Source: an optimization exercise on an open RTL-to-GDS flow (aim: a short achievable clock period and few clock cycles). Production flows keep margins and buffers that such runs may drop. Function was checked by simulation only, so behaviour that the tests miss may differ from the original.

==> run a <==
==> flow/design.v <==
module dstu_mac_pad (
    input  wire        clk,
    input  wire        rst,
    input  wire [1:0]  macsel,
    input  wire        cmd_valid,
    output wire        cmd_ready,
    input  wire [31:0] cmd_word,
    input  wire [31:0] cmd_arg0,
    input  wire [31:0] cmd_arg1,
    input  wire [31:0] cmd_arg2,
    output wire        rsp_valid,
    output wire [2:0]  rsp_err,
    output wire [31:0] rsp_ret,
    input  wire [2:0]  sr_sel,
    output reg  [31:0] sr_data,
    output wire [31:0] kb_addr,
    input  wire [7:0]  kb_data,
    output wire [31:0] ib_addr,
    input  wire [7:0]  ib_data,
    output wire        ob_we,
    output wire [31:0] ob_addr,
    output wire [7:0]  ob_data,
    output wire [1:0]  eng_cfg,
    input  wire [7:0]  eng_blklen,
    output wire        eng_abs_valid,
    output reg  [7:0]  eng_abs_byte,
    input  wire        eng_abs_ready,
    output wire        eng_reset,
    output wire        eng_final,
    input  wire        eng_dig_valid,
    input  wire [7:0]  eng_dig_byte,
    output wire        eng_dig_ready
);
    localparam [31:0] ALG_ID  = 32'h44535455;    
    localparam integer KEY_MAX = 64;
    localparam [1:0] UNINIT = 2'd0, KEYED = 2'd1, STALE = 2'd2, CFGFAULT = 2'd3;
    localparam [2:0] E_OK = 3'd0, E_CFG = 3'd1, E_STATE = 3'd2, E_LEN = 3'd3, E_ILL = 3'd4;
    localparam [7:0] OP_INIT = 8'h01, OP_UPDB = 8'h02, OP_UPDM = 8'h03, OP_FINAL = 8'h04,
                     OP_RESET = 8'h05, OP_GETSIZE = 8'h06, OP_GETNAME = 8'h07;
    localparam [3:0] S_IDLE  = 4'd0,
                     S_CHK   = 4'd1,    
                     S_IPREP = 4'd2,    
                     S_IABS  = 4'd3,    
                     S_UABS  = 4'd4,    
                     S_BABS  = 4'd5,    
                     S_FPAD  = 4'd6,    
                     S_FKEY  = 4'd7,    
                     S_FFIN  = 4'd8,    
                     S_FDIG  = 4'd9;    
    reg  [3:0]  state;
    reg         rdy;           
    reg         rsp_q;         
    reg  [2:0]  rsp_err_q;
    reg  [1:0]  fsm;
    reg  [1:0]  cfg;           
    reg  [6:0]  macsize;
    reg  [63:0] cnt;
    reg  [7:0]  cmod;          
    reg  [6:0]  klen;
    reg  [7:0]  ikey [0:KEY_MAX-1];
    reg  [31:0] ret;
    reg  [2:0]  err;
    reg  [3:0]  sticky;
    reg         is_fin;
    reg  [31:0] a_olen;        
    reg  [31:0] a_off;         
    reg  [31:0] a_len;         
    reg  [7:0]  ubyte;         
    reg  [6:0]  key_len;       
    reg  [8:0]  pos;           
    reg  [8:0]  rcnt;          
    reg  [31:0] rlen;          
    reg  [31:0] ib_i;          
    reg  [31:0] ib_a;          
    reg  [8:0]  kb_a;          
    reg         dv;            
    reg         first;         
    reg  [63:0] vsh;           
    reg  [6:0]  kleft;         
    reg  [6:0]  dleft;         
    reg  [31:0] wa;            
    reg         eng_reset_q;
    reg  [7:0]  blk;           
    wire [7:0]  c_opc = cmd_word[7:0];
    wire [7:0]  c_mod = cmd_word[15:8];
    wire [15:0] c_rsv = cmd_word[31:16];
    wire c_mod0  = (c_mod == 8'd0);
    wire c_legal = (c_rsv == 16'd0) &&
                   ((c_opc == OP_INIT) ||
                    ((c_opc >= OP_UPDB) && (c_opc <= OP_GETNAME) && c_mod0));
    wire c_klbig = (cmd_arg0[31:7] != 25'd0) || (cmd_arg0[6] && (cmd_arg0[5:0] != 6'd0));
    wire        pk_len  = (rcnt >= 9'd9) && (rcnt <= 9'd12);
    wire        pk_mark = (pos == {2'b00, key_len});
    wire        pk_key  = (pos < {2'b00, key_len});
    reg  [7:0]  pk_const;
    always @(*) begin
        if (pk_len)
            pk_const = (rcnt == 9'd12) ? {key_len[4:0], 3'b000} :
                       (rcnt == 9'd11) ? {6'd0, key_len[6:5]} : 8'h00;
        else if (pk_mark)
            pk_const = 8'h80;
        else
            pk_const = 8'h00;
    end
    wire        pk_use_kb = !pk_len && !pk_mark && pk_key;
    wire        pb_len  = (rcnt >= 9'd5) && (rcnt <= 9'd12);
    wire [7:0]  pb_byte = pb_len ? vsh[7:0] : (first ? 8'h80 : 8'h00);
    wire st_iabs = (state == S_IABS);
    wire st_uabs = (state == S_UABS);
    wire st_babs = (state == S_BABS);
    wire st_fpad = (state == S_FPAD);
    wire st_fkey = (state == S_FKEY);
    wire st_fdig = (state == S_FDIG);
    assign eng_abs_valid = ((st_iabs || st_uabs) && dv) || st_babs || st_fpad || st_fkey;
    wire last_abs = (st_iabs && dv && (rcnt == 9'd1)) ||
                    (st_uabs && dv && (rlen == 32'd1)) ||
                    st_babs;
    wire last_dig = st_fdig && (dleft == 7'd1);
    wire done_now = (last_abs && eng_abs_ready) || (last_dig && eng_dig_valid);
    assign cmd_ready     = rdy | done_now;
    assign rsp_valid     = rsp_q | done_now;
    assign rsp_err       = rsp_err_q;
    assign rsp_ret       = ret;
    assign kb_addr       = {23'd0, kb_a};
    assign ib_addr       = ib_a;
    assign ob_we         = st_fdig && eng_dig_valid;
    assign ob_addr       = wa;
    assign ob_data       = eng_dig_byte;
    assign eng_cfg       = cfg;
    assign eng_reset     = rst | eng_reset_q;
    assign eng_final     = (state == S_FFIN);
    assign eng_dig_ready = st_fdig;
    always @(*) begin
        case (state)
            S_IABS:  eng_abs_byte = pk_use_kb ? kb_data : pk_const;
            S_UABS:  eng_abs_byte = ib_data;
            S_BABS:  eng_abs_byte = ubyte;
            S_FPAD:  eng_abs_byte = pb_byte;
            S_FKEY:  eng_abs_byte = ikey[0];
            default: eng_abs_byte = 8'h00;
        endcase
    end
    always @(*) begin
        case (sr_sel)
            3'd0:    sr_data = {20'd0, sticky, 1'b0, err, 1'b0, ~cmd_ready, fsm};
            3'd1:    sr_data = ret;
            3'd2:    sr_data = {25'd0, macsize};
            3'd3:    sr_data = {24'd0, eng_blklen};
            3'd4:    sr_data = cnt[31:0];
            3'd5:    sr_data = cnt[63:32];
            3'd6:    sr_data = {25'd0, klen};
            default: sr_data = 32'd0;
        endcase
    end
    wire fire = eng_abs_valid && eng_abs_ready;
    wire acc  = cmd_valid && cmd_ready;
    wire [10:0] m1 = {3'd0, blk};
    wire [10:0] m2 = {2'd0, blk, 1'b0};
    wire [10:0] m3 = m1 + m2;
    wire [10:0] m4 = {1'd0, blk, 2'b00};
    wire [10:0] m5 = m4 + m1;
    wire [10:0] m6 = {m3[9:0], 1'b0};
    wire [10:0] kl = {4'd0, key_len};
    wire [10:0] plen = (kl < m1) ? m1 : (kl < m2) ? m2 : (kl < m3) ? m3 :
                       (kl < m4) ? m4 : (kl < m5) ? m5 : m6;
    wire [8:0]  e_rem   = {1'b0, blk} - {1'b0, cmod};
    wire [8:0]  extra   = (e_rem < 9'd12) ? {1'b0, blk} : e_rem;
    wire [32:0] upd_end = {1'b0, a_off} + {1'b0, a_len};
    wire [32:0] fin_end = {1'b0, a_off} + {26'd0, macsize};
    wire        upd_bad = upd_end > {1'b0, a_olen};
    wire        fin_bad = fin_end > {1'b0, a_olen};
    wire        len_bad = is_fin ? fin_bad : upd_bad;
    wire [7:0]  cmod_inc = (cmod == blk - 8'd1) ? 8'd0 : cmod + 8'd1;
    task respond(input [2:0] code);
        begin
            err       <= code;
            rsp_q     <= 1'b1;
            rsp_err_q <= code;
            case (code)
                E_CFG:   sticky[0] <= 1'b1;
                E_STATE: sticky[1] <= 1'b1;
                E_LEN:   sticky[2] <= 1'b1;
                E_ILL:   sticky[3] <= 1'b1;
                default: ;
            endcase
            state     <= S_IDLE;
            rdy       <= 1'b1;
        end
    endtask
    task finish;
        begin
            state <= S_IDLE;
            rdy   <= 1'b1;
        end
    endtask
    integer k;
    always @(posedge clk) begin
        blk <= eng_blklen;
        if (rst) begin
            state       <= S_IDLE;
            rdy         <= 1'b1;
            cfg         <= macsel;
            case (macsel)
                2'b00:   begin macsize <= 7'd32; fsm <= UNINIT;   end
                2'b01:   begin macsize <= 7'd48; fsm <= UNINIT;   end
                2'b10:   begin macsize <= 7'd64; fsm <= UNINIT;   end
                default: begin macsize <= 7'd0;  fsm <= CFGFAULT; end
            endcase
            cnt         <= 64'd0;
            cmod        <= 8'd0;
            klen        <= 7'd0;
            ret         <= 32'd0;
            err         <= E_OK;
            sticky      <= 4'd0;
            rsp_q       <= 1'b0;
            rsp_err_q   <= E_OK;
            eng_reset_q <= 1'b0;
            dv          <= 1'b0;
        end else begin
            rsp_q       <= 1'b0;
            rsp_err_q   <= E_OK;
            eng_reset_q <= 1'b0;
            case (state)
                S_CHK: begin
                    rcnt  <= {1'b0, extra[7:0]};
                    vsh   <= {cnt[60:0], 3'b000};
                    first <= 1'b1;
                    dv    <= 1'b1;
                    ib_a  <= ib_a + 32'd1;
                    if (len_bad)
                        respond(E_LEN);
                    else if (fsm != KEYED)
                        respond(E_STATE);
                    else if (is_fin) begin
                        cnt   <= 64'd0;
                        cmod  <= 8'd0;
                        fsm   <= STALE;
                        ret   <= {25'd0, macsize};
                        err   <= E_OK;
                        state <= S_FPAD;
                    end else if (a_len == 32'd0)
                        respond(E_OK);
                    else begin
                        cnt   <= cnt + {32'd0, a_len};
                        err   <= E_OK;
                        state <= S_UABS;
                    end
                end
                S_IPREP: begin
                    rcnt  <= plen[8:0];
                    dv    <= 1'b1;
                    kb_a  <= kb_a + 9'd1;
                    klen  <= key_len;
                    cnt   <= 64'd0;
                    cmod  <= 8'd0;
                    fsm   <= KEYED;
                    err   <= E_OK;
                    state <= S_IABS;
                end
                S_IABS: begin
                    if (fire) begin
                        if (pos < {2'b00, key_len})
                            ikey[pos[5:0]] <= ~kb_data;
                        pos  <= pos + 9'd1;
                        rcnt <= rcnt - 9'd1;
                        kb_a <= kb_a + 9'd1;
                        if (rcnt == 9'd1)
                            finish;
                    end else begin
                        dv   <= !dv;
                        kb_a <= dv ? pos : kb_a + 9'd1;
                    end
                end
                S_UABS: begin
                    if (fire) begin
                        cmod <= cmod_inc;
                        ib_i <= ib_i + 32'd1;
                        ib_a <= ib_a + 32'd1;
                        rlen <= rlen - 32'd1;
                        if (rlen == 32'd1)
                            finish;
                    end else begin
                        dv   <= !dv;
                        ib_a <= dv ? ib_i : ib_a + 32'd1;
                    end
                end
                S_BABS: begin
                    if (fire) begin
                        cmod <= cmod_inc;
                        finish;
                    end
                end
                S_FPAD: begin
                    if (fire) begin
                        first <= 1'b0;
                        rcnt  <= rcnt - 9'd1;
                        if (pb_len)
                            vsh <= {8'd0, vsh[63:8]};
                        if (rcnt == 9'd1) begin
                            kleft <= klen;
                            state <= (klen == 7'd0) ? S_FFIN : S_FKEY;
                        end
                    end
                end
                S_FKEY: begin
                    if (fire) begin
                        for (k = 0; k < KEY_MAX - 1; k = k + 1)
                            ikey[k] <= ikey[k + 1];
                        kleft <= kleft - 7'd1;
                        if (kleft == 7'd1)
                            state <= S_FFIN;
                    end
                end
                S_FFIN: begin
                    dleft <= macsize;
                    state <= S_FDIG;
                end
                S_FDIG: begin
                    if (eng_dig_valid) begin
                        wa    <= wa + 32'd1;
                        dleft <= dleft - 7'd1;
                        if (dleft == 7'd1)
                            finish;
                    end
                end
                default: ;
            endcase
            if (acc) begin
                is_fin  <= (c_opc == OP_FINAL);
                a_olen  <= cmd_arg0;
                a_off   <= cmd_arg1;
                a_len   <= cmd_arg2;
                ubyte   <= cmd_arg0[7:0];
                key_len <= cmd_arg0[6:0];
                ib_a    <= cmd_arg1;
                ib_i    <= cmd_arg1;
                wa      <= cmd_arg1;
                rlen    <= cmd_arg2;
                kb_a    <= 9'd0;
                pos     <= 9'd0;
                dv      <= 1'b0;
                if (!c_legal)
                    respond(E_ILL);
                else if (fsm == CFGFAULT)
                    respond(E_CFG);
                else begin
                    case (c_opc)
                        OP_INIT:
                            if (!c_mod0 || c_klbig)
                                respond(E_CFG);
                            else begin
                                state <= S_IPREP;
                                rdy   <= 1'b0;
                            end
                        OP_UPDB:
                            if (fsm != KEYED)
                                respond(E_STATE);
                            else begin
                                cnt   <= cnt + 64'd1;
                                err   <= E_OK;
                                state <= S_BABS;
                                rdy   <= 1'b0;
                            end
                        OP_UPDM, OP_FINAL: begin
                            state <= S_CHK;
                            rdy   <= 1'b0;
                        end
                        OP_RESET: begin
                            cnt         <= 64'd0;
                            cmod        <= 8'd0;
                            eng_reset_q <= 1'b1;
                            if (fsm == KEYED)
                                fsm <= STALE;
                            respond(E_OK);
                        end
                        OP_GETSIZE: begin
                            ret <= {25'd0, macsize};
                            respond(E_OK);
                        end
                        default: begin   
                            ret <= ALG_ID;
                            respond(E_OK);
                        end
                    endcase
                end
            end
        end
    end
endmodule
==> flow/run.sh <==
#!/bin/bash
# synth_recipe.tcl (not shown) runs the flow's synth.tcl, then flattens the netlist and writes it again
# the make line also repeats each setting of config.mk as NAME=value (left out here)
make -C /OpenROAD-flow-scripts/flow DESIGN_CONFIG=/design/flow/config.mk WORK_HOME=/design/flow/orfs CLKGATE_MAP_FILE= SYNTH_SCRIPT=/design/flow/synth_recipe.tcl finish
==> flow/config.mk <==
export PLATFORM = sky130hd
export DESIGN_NAME = dstu_mac_pad
export DESIGN_NICKNAME = dstu_mac_pad
export VERILOG_FILES = /design/flow/design.v
export SDC_FILE = /design/flow/constraint.sdc
export NUM_CORES = 4
export LEC_CHECK = 0
export ABC_CLOCK_PERIOD_IN_PS = 4000
export CAP_MARGIN = 20
export CORE_MARGIN = 2
export CORE_UTILIZATION = 40
export SETUP_SLACK_MARGIN = 5
export SLEW_MARGIN = 20
==> flow/constraint.sdc <==
create_clock -name core_clock -period 10.0 [get_ports {clk}]
set_input_delay 2.0000 -clock core_clock [delete_from_list [all_inputs] [get_ports {clk}]]
set_output_delay 2.0000 -clock core_clock [all_outputs]
set_load 0.01 [all_outputs]
==> run b (differences from run a) <==
==> flow/design.v, changed modules only <==
module dstu_mac_pad (
    input  wire        clk,
    input  wire        rst,
    input  wire [1:0]  macsel,
    input  wire        cmd_valid,
    output wire        cmd_ready,
    input  wire [31:0] cmd_word,
    input  wire [31:0] cmd_arg0,
    input  wire [31:0] cmd_arg1,
    input  wire [31:0] cmd_arg2,
    output wire        rsp_valid,
    output wire [2:0]  rsp_err,
    output wire [31:0] rsp_ret,
    input  wire [2:0]  sr_sel,
    output reg  [31:0] sr_data,
    output wire [31:0] kb_addr,
    input  wire [7:0]  kb_data,
    output wire [31:0] ib_addr,
    input  wire [7:0]  ib_data,
    output wire        ob_we,
    output wire [31:0] ob_addr,
    output wire [7:0]  ob_data,
    output wire [1:0]  eng_cfg,
    input  wire [7:0]  eng_blklen,
    output wire        eng_abs_valid,
    output reg  [7:0]  eng_abs_byte,
    input  wire        eng_abs_ready,
    output wire        eng_reset,
    output wire        eng_final,
    input  wire        eng_dig_valid,
    input  wire [7:0]  eng_dig_byte,
    output wire        eng_dig_ready
);
    localparam [31:0] ALG_ID  = 32'h44535455;    
    localparam integer KEY_MAX = 64;
    localparam [1:0] UNINIT = 2'd0, KEYED = 2'd1, STALE = 2'd2, CFGFAULT = 2'd3;
    localparam [2:0] E_OK = 3'd0, E_CFG = 3'd1, E_STATE = 3'd2, E_LEN = 3'd3, E_ILL = 3'd4;
    localparam [7:0] OP_INIT = 8'h01, OP_UPDB = 8'h02, OP_UPDM = 8'h03, OP_FINAL = 8'h04,
                     OP_RESET = 8'h05, OP_GETSIZE = 8'h06, OP_GETNAME = 8'h07;
    localparam [3:0] S_IDLE  = 4'd0,
                     S_CHK   = 4'd1,    
                     S_IPREP = 4'd2,    
                     S_IABS  = 4'd3,    
                     S_UABS  = 4'd4,    
                     S_BABS  = 4'd5,    
                     S_FPAD  = 4'd6,    
                     S_FKEY  = 4'd7,    
                     S_FFIN  = 4'd8,    
                     S_FDIG  = 4'd9;    
    reg  [3:0]  state;
    reg         rdy;           
    reg         rsp_q;         
    reg  [2:0]  rsp_err_q;
    reg  [1:0]  fsm;
    reg  [1:0]  cfg;           
    reg  [6:0]  macsize;
    reg  [63:0] cnt;
    reg  [7:0]  cmod;          
    reg  [6:0]  klen;
    reg  [7:0]  ikey [0:KEY_MAX-1];
    reg  [31:0] ret;
    reg  [2:0]  err;
    reg  [3:0]  sticky;
    reg  [31:0] a_olen;        
    reg  [31:0] a_off;         
    reg  [31:0] a_len;         
    reg  [7:0]  ubyte;         
    reg  [6:0]  key_len;       
    reg  [8:0]  pos;           
    reg  [8:0]  rcnt;          
    reg  [31:0] rlen;          
    reg  [31:0] ib_i;          
    reg  [31:0] ib_a;          
    reg  [8:0]  kb_a;          
    reg         dv;            
    reg         first;         
    reg         fchk;          
    reg  [63:0] vsh;           
    reg  [6:0]  kleft;         
    reg  [6:0]  dleft;         
    reg  [31:0] wa;            
    reg         eng_reset_q;
    reg  [7:0]  blk;           
    wire [7:0]  c_opc = cmd_word[7:0];
    wire [7:0]  c_mod = cmd_word[15:8];
    wire [15:0] c_rsv = cmd_word[31:16];
    wire c_mod0  = (c_mod == 8'd0);
    wire c_legal = (c_rsv == 16'd0) &&
                   ((c_opc == OP_INIT) ||
                    ((c_opc >= OP_UPDB) && (c_opc <= OP_GETNAME) && c_mod0));
    wire c_klbig = (cmd_arg0[31:7] != 25'd0) || (cmd_arg0[6] && (cmd_arg0[5:0] != 6'd0));
    wire        pk_len  = (rcnt >= 9'd9) && (rcnt <= 9'd12);
    wire        pk_mark = (pos == {2'b00, key_len});
    wire        pk_key  = (pos < {2'b00, key_len});
    reg  [7:0]  pk_const;
    always @(*) begin
        if (pk_len)
            pk_const = (rcnt == 9'd12) ? {key_len[4:0], 3'b000} :
                       (rcnt == 9'd11) ? {6'd0, key_len[6:5]} : 8'h00;
        else if (pk_mark)
            pk_const = 8'h80;
        else
            pk_const = 8'h00;
    end
    wire        pk_use_kb = !pk_len && !pk_mark && pk_key;
    wire        pb_len  = (rcnt >= 9'd5) && (rcnt <= 9'd12);
    wire [7:0]  pb_byte = pb_len ? vsh[7:0] : (first ? 8'h80 : 8'h00);
    wire st_iabs = (state == S_IABS);
    wire st_uabs = (state == S_UABS);
    wire st_babs = (state == S_BABS);
    wire st_fpad = (state == S_FPAD);
    wire st_fkey = (state == S_FKEY);
    wire st_fdig = (state == S_FDIG);
    assign eng_abs_valid = ((st_iabs || st_uabs) && dv) || st_babs || (st_fpad && (!fchk || fin_ok)) ||
                           st_fkey;
    wire last_abs = (st_iabs && dv && (rcnt == 9'd1)) ||
                    (st_uabs && dv && (rlen == 32'd1)) ||
                    st_babs;
    wire last_dig = st_fdig && (dleft == 7'd1);
    wire done_now = (last_abs && eng_abs_ready) || (last_dig && eng_dig_valid);
    assign cmd_ready     = rdy | done_now;
    assign rsp_valid     = rsp_q | done_now;
    assign rsp_err       = rsp_err_q;
    assign rsp_ret       = ret;
    assign kb_addr       = {23'd0, kb_a};
    assign ib_addr       = ib_a;
    assign ob_we         = st_fdig && eng_dig_valid;
    assign ob_addr       = wa;
    assign ob_data       = eng_dig_byte;
    assign eng_cfg       = cfg;
    assign eng_reset     = rst | eng_reset_q;
    assign eng_final     = (state == S_FFIN);
    assign eng_dig_ready = st_fdig;
    always @(*) begin
        case (state)
            S_IABS:  eng_abs_byte = pk_use_kb ? kb_data : pk_const;
            S_UABS:  eng_abs_byte = ib_data;
            S_BABS:  eng_abs_byte = ubyte;
            S_FPAD:  eng_abs_byte = pb_byte;
            S_FKEY:  eng_abs_byte = ikey[0];
            default: eng_abs_byte = 8'h00;
        endcase
    end
    wire [7:0] sr_hot = 8'd1 << sr_sel;
    always @(*) begin
        sr_data = ({32{sr_hot[0]}} & {20'd0, sticky, 1'b0, err, 1'b0, ~cmd_ready, fsm}) |
                  ({32{sr_hot[1]}} & ret) |
                  ({32{sr_hot[2]}} & {25'd0, macsize}) |
                  ({32{sr_hot[3]}} & {24'd0, eng_blklen}) |
                  ({32{sr_hot[4]}} & cnt[31:0]) |
                  ({32{sr_hot[5]}} & cnt[63:32]) |
                  ({32{sr_hot[6]}} & {25'd0, klen});
    end
    wire fire = eng_abs_valid && eng_abs_ready;
    wire [7:0]  cmod_inc = (cmod == blk - 8'd1) ? 8'd0 : cmod + 8'd1;
    wire acc  = cmd_valid && cmd_ready;
    wire [10:0] m1 = {3'd0, blk};
    wire [10:0] m2 = {2'd0, blk, 1'b0};
    wire [10:0] m3 = m1 + m2;
    wire [10:0] m4 = {1'd0, blk, 2'b00};
    wire [10:0] m5 = m4 + m1;
    wire [10:0] m6 = {m3[9:0], 1'b0};
    wire [10:0] kl = {4'd0, key_len};
    wire [10:0] plen = (kl < m1) ? m1 : (kl < m2) ? m2 : (kl < m3) ? m3 :
                       (kl < m4) ? m4 : (kl < m5) ? m5 : m6;
    wire [7:0]  cmod_nx = ((st_uabs || st_babs) && fire) ? cmod_inc : cmod;
    wire [8:0]  e_rem   = {1'b0, blk} - {1'b0, cmod_nx};
    wire [8:0]  extra   = (e_rem < 9'd12) ? {1'b0, blk} : e_rem;
    wire [32:0] upd_end = {1'b0, a_off} + {1'b0, a_len};
    wire [32:0] fin_end = {1'b0, a_off} + {26'd0, macsize};
    wire        upd_bad = upd_end > {1'b0, a_olen};
    wire        fin_bad = fin_end > {1'b0, a_olen};
    wire        fin_ok  = !fin_bad && (fsm == KEYED);
    task respond(input [2:0] code);
        begin
            err       <= code;
            rsp_q     <= 1'b1;
            rsp_err_q <= code;
            case (code)
                E_CFG:   sticky[0] <= 1'b1;
                E_STATE: sticky[1] <= 1'b1;
                E_LEN:   sticky[2] <= 1'b1;
                E_ILL:   sticky[3] <= 1'b1;
                default: ;
            endcase
            state     <= S_IDLE;
            rdy       <= 1'b1;
        end
    endtask
    task finish;
        begin
            state <= S_IDLE;
            rdy   <= 1'b1;
        end
    endtask
    integer k;
    always @(posedge clk) begin
        blk <= eng_blklen;
        if (rst) begin
            state       <= S_IDLE;
            rdy         <= 1'b1;
            cfg         <= macsel;
            case (macsel)
                2'b00:   begin macsize <= 7'd32; fsm <= UNINIT;   end
                2'b01:   begin macsize <= 7'd48; fsm <= UNINIT;   end
                2'b10:   begin macsize <= 7'd64; fsm <= UNINIT;   end
                default: begin macsize <= 7'd0;  fsm <= CFGFAULT; end
            endcase
            cnt         <= 64'd0;
            cmod        <= 8'd0;
            klen        <= 7'd0;
            ret         <= 32'd0;
            err         <= E_OK;
            sticky      <= 4'd0;
            rsp_q       <= 1'b0;
            rsp_err_q   <= E_OK;
            eng_reset_q <= 1'b0;
            dv          <= 1'b0;
        end else begin
            rsp_q       <= 1'b0;
            rsp_err_q   <= E_OK;
            eng_reset_q <= 1'b0;
            case (state)
                S_CHK: begin
                    dv    <= 1'b1;
                    ib_a  <= ib_a + 32'd1;
                    if (upd_bad)
                        respond(E_LEN);
                    else if (fsm != KEYED)
                        respond(E_STATE);
                    else if (a_len == 32'd0)
                        respond(E_OK);
                    else begin
                        cnt   <= cnt + {32'd0, a_len};
                        err   <= E_OK;
                        state <= S_UABS;
                    end
                end
                S_IPREP: begin
                    rcnt  <= plen[8:0];
                    dv    <= 1'b1;
                    kb_a  <= kb_a + 9'd1;
                    klen  <= key_len;
                    cnt   <= 64'd0;
                    cmod  <= 8'd0;
                    fsm   <= KEYED;
                    err   <= E_OK;
                    state <= S_IABS;
                end
                S_IABS: begin
                    if (fire) begin
                        if (pos < {2'b00, key_len})
                            ikey[pos[5:0]] <= ~kb_data;
                        pos  <= pos + 9'd1;
                        rcnt <= rcnt - 9'd1;
                        kb_a <= kb_a + 9'd1;
                        if (rcnt == 9'd1)
                            finish;
                    end else begin
                        dv   <= !dv;
                        kb_a <= dv ? pos : kb_a + 9'd1;
                    end
                end
                S_UABS: begin
                    if (fire) begin
                        cmod <= cmod_inc;
                        ib_i <= ib_i + 32'd1;
                        ib_a <= ib_a + 32'd1;
                        rlen <= rlen - 32'd1;
                        if (rlen == 32'd1)
                            finish;
                    end else begin
                        dv   <= !dv;
                        ib_a <= dv ? ib_i : ib_a + 32'd1;
                    end
                end
                S_BABS: begin
                    if (fire) begin
                        cmod <= cmod_inc;
                        finish;
                    end
                end
                S_FPAD: begin
                    if (fchk) begin
                        if (fin_bad)
                            respond(E_LEN);
                        else if (fsm != KEYED)
                            respond(E_STATE);
                        else begin
                            fchk <= 1'b0;
                            cnt  <= 64'd0;
                            cmod <= 8'd0;
                            fsm  <= STALE;
                            ret  <= {25'd0, macsize};
                            err  <= E_OK;
                        end
                    end
                    if (fire) begin
                        first <= 1'b0;
                        rcnt  <= rcnt - 9'd1;
                        if (pb_len)
                            vsh <= {8'd0, vsh[63:8]};
                        if (rcnt == 9'd1) begin
                            kleft <= klen;
                            state <= (klen == 7'd0) ? S_FFIN : S_FKEY;
                        end
                    end
                end
                S_FKEY: begin
                    if (fire) begin
                        for (k = 0; k < KEY_MAX - 1; k = k + 1)
                            ikey[k] <= ikey[k + 1];
                        kleft <= kleft - 7'd1;
                        if (kleft == 7'd1)
                            state <= S_FFIN;
                    end
                end
                S_FFIN: begin
                    dleft <= macsize;
                    state <= S_FDIG;
                end
                S_FDIG: begin
                    if (eng_dig_valid) begin
                        wa    <= wa + 32'd1;
                        dleft <= dleft - 7'd1;
                        if (dleft == 7'd1)
                            finish;
                    end
                end
                default: ;
            endcase
            if (acc) begin
                rcnt    <= {1'b0, extra[7:0]};
                vsh     <= {cnt[60:0], 3'b000};
                first   <= 1'b1;
                fchk    <= 1'b1;
                a_olen  <= cmd_arg0;
                a_off   <= cmd_arg1;
                a_len   <= cmd_arg2;
                ubyte   <= cmd_arg0[7:0];
                key_len <= cmd_arg0[6:0];
                ib_a    <= cmd_arg1;
                ib_i    <= cmd_arg1;
                wa      <= cmd_arg1;
                rlen    <= cmd_arg2;
                kb_a    <= 9'd0;
                pos     <= 9'd0;
                dv      <= 1'b0;
                if (!c_legal)
                    respond(E_ILL);
                else if (fsm == CFGFAULT)
                    respond(E_CFG);
                else begin
                    case (c_opc)
                        OP_INIT:
                            if (!c_mod0 || c_klbig)
                                respond(E_CFG);
                            else begin
                                state <= S_IPREP;
                                rdy   <= 1'b0;
                            end
                        OP_UPDB:
                            if (fsm != KEYED)
                                respond(E_STATE);
                            else begin
                                cnt   <= cnt + 64'd1;
                                err   <= E_OK;
                                state <= S_BABS;
                                rdy   <= 1'b0;
                            end
                        OP_UPDM: begin
                            state <= S_CHK;
                            rdy   <= 1'b0;
                        end
                        OP_FINAL: begin
                            state <= S_FPAD;
                            rdy   <= 1'b0;
                        end
                        OP_RESET: begin
                            cnt         <= 64'd0;
                            cmod        <= 8'd0;
                            eng_reset_q <= 1'b1;
                            if (fsm == KEYED)
                                fsm <= STALE;
                            respond(E_OK);
                        end
                        OP_GETSIZE: begin
                            ret <= {25'd0, macsize};
                            respond(E_OK);
                        end
                        default: begin   
                            ret <= ALG_ID;
                            respond(E_OK);
                        end
                    endcase
                end
            end
        end
    end
endmodule
==> impl_metrics.py <==
metrics = {
    "drt": {
        "wl_met2_um": 83200,
    },
    "synth": {
        "ys_top_cells_by_count": "edfxtp_1, a21o_1, nand2_1, nor2_1, a21oi_1",
        "synthCells": 5111,
        "synth_compound_area_share_pct": 19.6,
    },
    "finish": {
        "nFillCells": 12000,
    },
    "run_status": {
        "status": "timing/DRC/antenna clean",
    },
}
That was run b.
==> impl_metrics.py <==
metrics = {
    "run_status": {
        "status": "timing/DRC/antenna clean",
    },
    "drt": {
        "wl_met2_um": 82400,
        "num_vias": 43000,
        "drt-vias-per-instance": 5.85,
    },
    "sta": {
        "rsz0062_at_grt": "yes",
        "fmax_ghz": 0.183,
    },
    "finish": {
        "nFillCells": 12100,
    },
    "synth": {
        "synth_compound_area_share_pct": 18.9,
        "ys_top_cells_by_count": "edfxtp_1, a21o_1, nand2_1, nor2_1, o21ai_0",
        "synthCells": 5078,
    },
    "power_and_ir_drop": {
        "p_clk_mw": 4.21,
    },
}
That was run a.
Testbench counts of run a, summed over its fixed seeds: cycles 104,051.
Testbench counts of run b, summed over its fixed seeds: cycles 103,859.

[what the ideal ports hide]
How much do the figures lean on ideal ports? The routed layouts below were timed once more, with nothing changed but the port constraints. Step 1 sets driving cells, clkbuf_16 on the clock port and buf_2 on the other inputs (assumed; they add their load-dependent delay and slew). Step 2 moves the port delays by t, midway between the first and last clock arrival at a register: inputs arrive t later, outputs are due t later. That takes back most of the time a late clock gives input paths. Three values: ideal ports, drivers, drivers and shift; two values: the first two.
run | t (ns) | slack for setup (ns) | hold WS [ns] | worst setup path at the end | cell pins on the clock port's net
run a | 0.810 | 4.543 / 4.496 / 4.087 | 0.453 / 0.453 / 0.453 | input to register | 1
run b | 0.813 | 3.345 / 3.336 / 3.345 | 0.466 / 0.466 / 0.466 | register to register | 1
After both steps every run listed still meets setup and hold. The setup slack of run a, which loses most, moves by -0.047 ns with the drivers and by -0.456 ns with both steps.
